What follows belongs to an exercise in optimizing a design on an open flow for small area, a short achievable clock period and few clock cycles; a production flow would make more cautious choices. Power is estimated from default activity; no workload was simulated.

==> flow/design.v <==
module swath_engine (
    input  wire        clk,
    input  wire        rst,
    input  wire        in_valid,
    output wire        in_ready,
    input  wire [5:0]  in_swath,
    input  wire        in_mirror,
    input  wire [63:0] in_sh_l,
    input  wire [63:0] in_sh_r,
    input  wire [63:0] in_lv_l,
    input  wire [63:0] in_lv_r,
    output wire        ev_valid,
    input  wire        ev_ready,
    output wire [15:0] ev_data,
    output wire        res_valid,
    output wire [6:0]  res_k
);
    localparam [2:0] G_IDLE   = 3'd0,    
                     G_SELCOL = 3'd1,
                     G_RCMD   = 3'd2,
                     G_RSEL   = 3'd3,
                     G_DATA   = 3'd4,
                     G_WR     = 3'd5,
                     G_END    = 3'd6;
    localparam [3:0] K_CMD = 4'd1, K_DATA = 4'd2, K_SELCOL = 4'd3,
                     K_SELROW = 4'd4, K_WRITE = 4'd5, K_END = 4'd6;
    wire [63:0] d_l  = in_sh_l ^ in_lv_l;
    wire [63:0] d_r  = in_sh_r ^ in_lv_r;
    wire [63:0] t_l  = {64{in_mirror}} & d_r;
    wire [63:0] t_r  = {64{in_mirror}} & d_l;
    wire [63:0] wl_m = (in_sh_l | t_l) & (~in_lv_l | t_l);
    wire [63:0] wr_m = (in_sh_r | t_r) & (~in_lv_r | t_r);
    wire [63:0] any_n   = d_l | d_r;
    reg [63:0] any, wl, wr;      
    reg [5:0]  sw;
    reg        rdy;              
    reg        full;             
    reg        fresh;            
    reg        sbr;              
    reg        men;              
    reg [7:0]  bq;               
    reg        bq_ok;            
    reg        sel;              
    reg        xv;               
    reg [5:0]  ridx;             
    reg        rbl, rbr;         
    reg        xd;               
    reg        rlast;            
    reg [2:0]  gs;               
    reg        first;            
    reg        last;             
    reg        bl, br;           
    reg [6:0]  k;                
    reg        evv;
    reg [15:0] evd;
    reg        endr;             
    reg        resv;
    reg [6:0]  resk;
    reg [1:0]  nq;               
    reg [5:0]  cq;               
    reg        hold;             
    integer    i;
    reg  [7:0]  gf;              
    reg  [7:0]  gp;              
    reg  [63:0] ip;              
    integer a, b;
    always @(*) begin
        gp[0] = 1'b0;
        for (a = 1; a < 8; a = a + 1) gp[a] = gp[a-1] | gf[a-1];
        for (a = 0; a < 8; a = a + 1) begin
            ip[8*a] = 1'b0;
            for (b = 1; b < 8; b = b + 1) ip[8*a+b] = ip[8*a+b-1] | any[8*a+b-1];
        end
    end
    wire [7:0]  gl  = gf & ~gp;              
    wire [63:0] pre = {{8{gp[7]}}, {8{gp[6]}}, {8{gp[5]}}, {8{gp[4]}},
                       {8{gp[3]}}, {8{gp[2]}}, {8{gp[1]}}, {8{gp[0]}}} | ip;
    wire [63:0] li  = any & ~ip;             
    reg  [5:0]  lo_idx;
    reg         lo_l, lo_r;
    integer c, d;
    always @(*) begin
        lo_idx = 6'd0;
        lo_l   = 1'b0;
        lo_r   = 1'b0;
        for (c = 0; c < 8; c = c + 1) begin
            lo_idx[5:3] = lo_idx[5:3] | ({3{gl[c]}} & c[2:0]);
            for (d = 0; d < 8; d = d + 1) begin
                lo_idx[2:0] = lo_idx[2:0] | ({3{gl[c] & li[8*c+d]}} & d[2:0]);
                lo_l = lo_l | (gl[c] & li[8*c+d] & wl[8*c+d]);
                lo_r = lo_r | (gl[c] & li[8*c+d] & wr[8*c+d]);
            end
        end
    end
    wire sb       = ~|any;                       
    wire sbk      = fresh ? (&bq) : sbr;
    wire nbk      = ~sbk;
    wire ext      = full & sel & ~xv & (|gf);    
    wire adv      = ~evv | ev_ready;
    wire gen_rsel = adv & (gs == G_RSEL);
    wire start    = adv & (gs == G_IDLE) & full & ~sel & nbk;
    wire take     = in_valid & rdy;
    wire retire   = full & ~sel & sbk;           
    wire nb_new   = start;                       
    wire drain    = ~endr & cq[0] & ~hold;
    assign in_ready  = rdy;
    assign ev_valid  = evv;
    assign ev_data   = evd;
    assign res_valid = resv;
    assign res_k     = resk;
    wire       full_n = take | (full & ~sbk);
    wire [1:0] nq_n   = nb_new ? (endr ? nq : {nq[0], 1'b1})
                               : (endr ? {1'b0, nq[1]} : nq);
    wire       hold_n = (retire & nq[0] | hold) & ~endr;
    wire [5:0] cq_n   = retire ? (drain ? cq : {cq[4:0], 1'b1})
                               : (drain ? {1'b0, cq[5:1]} : cq);
    wire       slot_n = take ? (bq_ok & (&bq)) : ~full_n;
    wire       rdy_n  = slot_n & ~cq_n[4] & ~(nq_n[0] & ~hold_n & cq_n[0]);
    always @(posedge clk) begin
        if (men) begin
            any <= any_n;
            wl  <= wl_m;
            wr  <= wr_m;
            sw  <= in_swath;
        end else if (ext) begin
            any <= any & pre;
        end
        sbr <= sb;
        for (i = 0; i < 8; i = i + 1) begin
            bq[i] <= ~|any_n[8*i +: 8];
            gf[i] <= |any[8*i +: 8];
        end
        if (ext) begin
            ridx  <= lo_idx;
            rbl   <= lo_l;
            rbr   <= lo_r;
        end
    end
    always @(posedge clk) begin
        if (gen_rsel) begin
            bl   <= rbl;
            br   <= rbr;
            last <= xd ? sb : rlast;
            k    <= first ? 7'd1 : k + 7'd1;
        end
        if (adv) begin
            case (gs)
                G_IDLE:   evd <= {K_CMD, 12'd0};
                G_SELCOL: evd <= {K_SELCOL, sw, sw};
                G_RCMD:   evd <= {K_CMD, 12'd0};
                G_RSEL:   evd <= {K_SELROW, ridx, ridx};
                G_DATA:   evd <= {K_DATA, 12'd0};
                G_WR:     evd <= {K_WRITE, 4'd0, {4{br}}, {4{bl}}};
                default:  evd <= {K_END, 12'd0};
            endcase
        end
        resk <= endr ? k : 7'd0;
    end
    always @(posedge clk) begin
        if (rst) begin
            rdy   <= 1'b1;
            full  <= 1'b0;
            fresh <= 1'b0;
            bq_ok <= 1'b0;
            men   <= 1'b1;
            xd    <= 1'b0;
            sel   <= 1'b0;
            xv    <= 1'b0;
            gs    <= G_IDLE;
            first <= 1'b0;
            evv   <= 1'b0;
            endr  <= 1'b0;
            resv  <= 1'b0;
            nq    <= 2'd0;
            cq    <= 6'd0;
            hold  <= 1'b0;
        end else begin
            bq_ok <= in_valid & ~take;
            men   <= slot_n;
            xd    <= ext;
            if (xd) rlast <= sb;
            if (take)                            sel <= 1'b0;
            else if (adv && gs == G_SELCOL)      sel <= 1'b1;
            if (ext)           xv <= 1'b1;
            else if (gen_rsel) xv <= 1'b0;
            if (adv) begin
                case (gs)
                    G_IDLE: begin
                        evv <= full & ~sel & nbk;
                        if (full & ~sel & nbk) gs <= G_SELCOL;
                    end
                    G_SELCOL: begin evv <= 1'b1; gs <= G_RCMD; end
                    G_RCMD:   begin evv <= 1'b1; gs <= G_RSEL; end
                    G_RSEL:   begin evv <= 1'b1; gs <= G_DATA; end
                    G_DATA:   begin evv <= 1'b1; gs <= G_WR;   end
                    G_WR:     begin evv <= 1'b1; gs <= last ? G_END : G_RCMD; end
                    default:  begin evv <= 1'b1; gs <= G_IDLE; end
                endcase
            end
            if (start)         first <= 1'b1;
            else if (gen_rsel) first <= 1'b0;
            endr  <= evv & ev_ready & (evd[14:12] == K_END[2:0]);
            rdy   <= rdy_n;
            full  <= full_n;
            fresh <= take;
            resv  <= endr | drain;
            nq    <= nq_n;
            cq    <= cq_n;
            hold  <= hold_n;
        end
    end
endmodule
==> flow/config.mk <==
export PLATFORM = sky130hd
export DESIGN_NAME = swath_engine
export DESIGN_NICKNAME = swath_engine
export VERILOG_FILES = /design/flow/design.v
export SDC_FILE = /design/flow/constraint.sdc
export NUM_CORES = 4
export LEC_CHECK = 0
export CAP_MARGIN = 20
export CORE_MARGIN = 2
export CORE_UTILIZATION = 40
export SLEW_MARGIN = 20
==> flow/constraint.sdc <==
create_clock -name core_clock -period 10.0 [get_ports {clk}]
set_input_delay 2.0000 -clock core_clock [delete_from_list [all_inputs] [get_ports {clk}]]
set_output_delay 2.0000 -clock core_clock [all_outputs]
set_load 0.01 [all_outputs]
standard.sh (not shown) runs the stock make flow with config.mk's settings and CLKGATE_MAP_FILE= SYNTH_SCRIPT=/design/flow/synth_recipe.tcl, a recipe that flattens the netlist after the stock synthesis.
==> flow/flow/run.sh <==
#!/bin/bash
# Layout flow: the standard ORFS flow (standard synthesis, unchanged),
# with small port buffers and the timing repair aimed at extra setup slack.
set -euo pipefail
export BUFFER_PORTS_ARGS="-buffer_cell sky130_fd_sc_hd__buf_1"
export SETUP_SLACK_MARGIN=7.0
export CTS_CLUSTER_SIZE=30
export CTS_CLUSTER_DIAMETER=80
bash standard.sh > orfs_make.log 2>&1
Change:
--- a/flow/design.v
+++ b/flow/design.v
@@ -38,7 +38,7 @@
     reg        fresh;            
     reg        sbr;              
     reg        men;              
-    reg [7:0]  bq;               
+    reg        bq;               
     reg        bq_ok;            
     reg        sel;              
     reg        xv;               
@@ -93,7 +93,7 @@
         end
     end
     wire sb       = ~|any;                       
-    wire sbk      = fresh ? (&bq) : sbr;
+    wire sbk      = fresh ? bq : sbr;
     wire nbk      = ~sbk;
     wire ext      = full & sel & ~xv & (|gf);    
     wire adv      = ~evv | ev_ready;
@@ -114,7 +114,7 @@
     wire       hold_n = (retire & nq[0] | hold) & ~endr;
     wire [5:0] cq_n   = retire ? (drain ? cq : {cq[4:0], 1'b1})
                                : (drain ? {1'b0, cq[5:1]} : cq);
-    wire       slot_n = take ? (bq_ok & (&bq)) : ~full_n;
+    wire       slot_n = take ? (bq_ok & bq) : ~full_n;
     wire       rdy_n  = slot_n & ~cq_n[4] & ~(nq_n[0] & ~hold_n & cq_n[0]);
     always @(posedge clk) begin
         if (men) begin
@@ -126,8 +126,8 @@
             any <= any & pre;
         end
         sbr <= sb;
+        bq  <= ~|any_n;
         for (i = 0; i < 8; i = i + 1) begin
-            bq[i] <= ~|any_n[8*i +: 8];
             gf[i] <= |any[8*i +: 8];
         end
         if (ext) begin
Count of clock-buffer cells in the layout is lower by 2; sequential cell count is lower by 7; critical path depth is higher by 6; synthesized cell count is lower by a few percent; worst hold slack improves by 0.026 ns; synthesized area is lower by a few percent; first-iteration DRC count is lower slightly; power is lower by a few percent; final area is lower slightly; die area is lower by a few percent; cell count is lower by a few percent; combinational power is higher by a few percent; worst setup slack degrades by 0.29 ns; sequential power is lower by a few percent.
Function was not checked in any run of this note: the RTL went through the layout flow alone.

afterwards: timing with drivers on the ports:
No port has a modelled driver above. Below, the same layouts with a new extraction and two added sets of constraints. Step 1: set_driving_cell puts a clkbuf_16 on clk and a buf_2 on each other input, an assumption about the parent block. Step 2 moves the port delays by t, midway between the first and last clock arrival at a register: inputs arrive t later, outputs are due t later. That takes back most of the time a late clock gives input paths. a / b / c = ideal / step 1 / step 2; a / b = the first two.
run	t, ns	slack for setup (ns)	worst slew at a driven data input, ns
the first run	0.571	6.942 / 6.888 / 6.606	0.10
the second run	0.555	6.647 / 6.679 / 6.123	0.07
After both steps setup and hold are still met in every run listed. For the second run, which loses most, drivers alone change the setup slack by +0.032 ns; drivers and shift together by -0.524 ns.
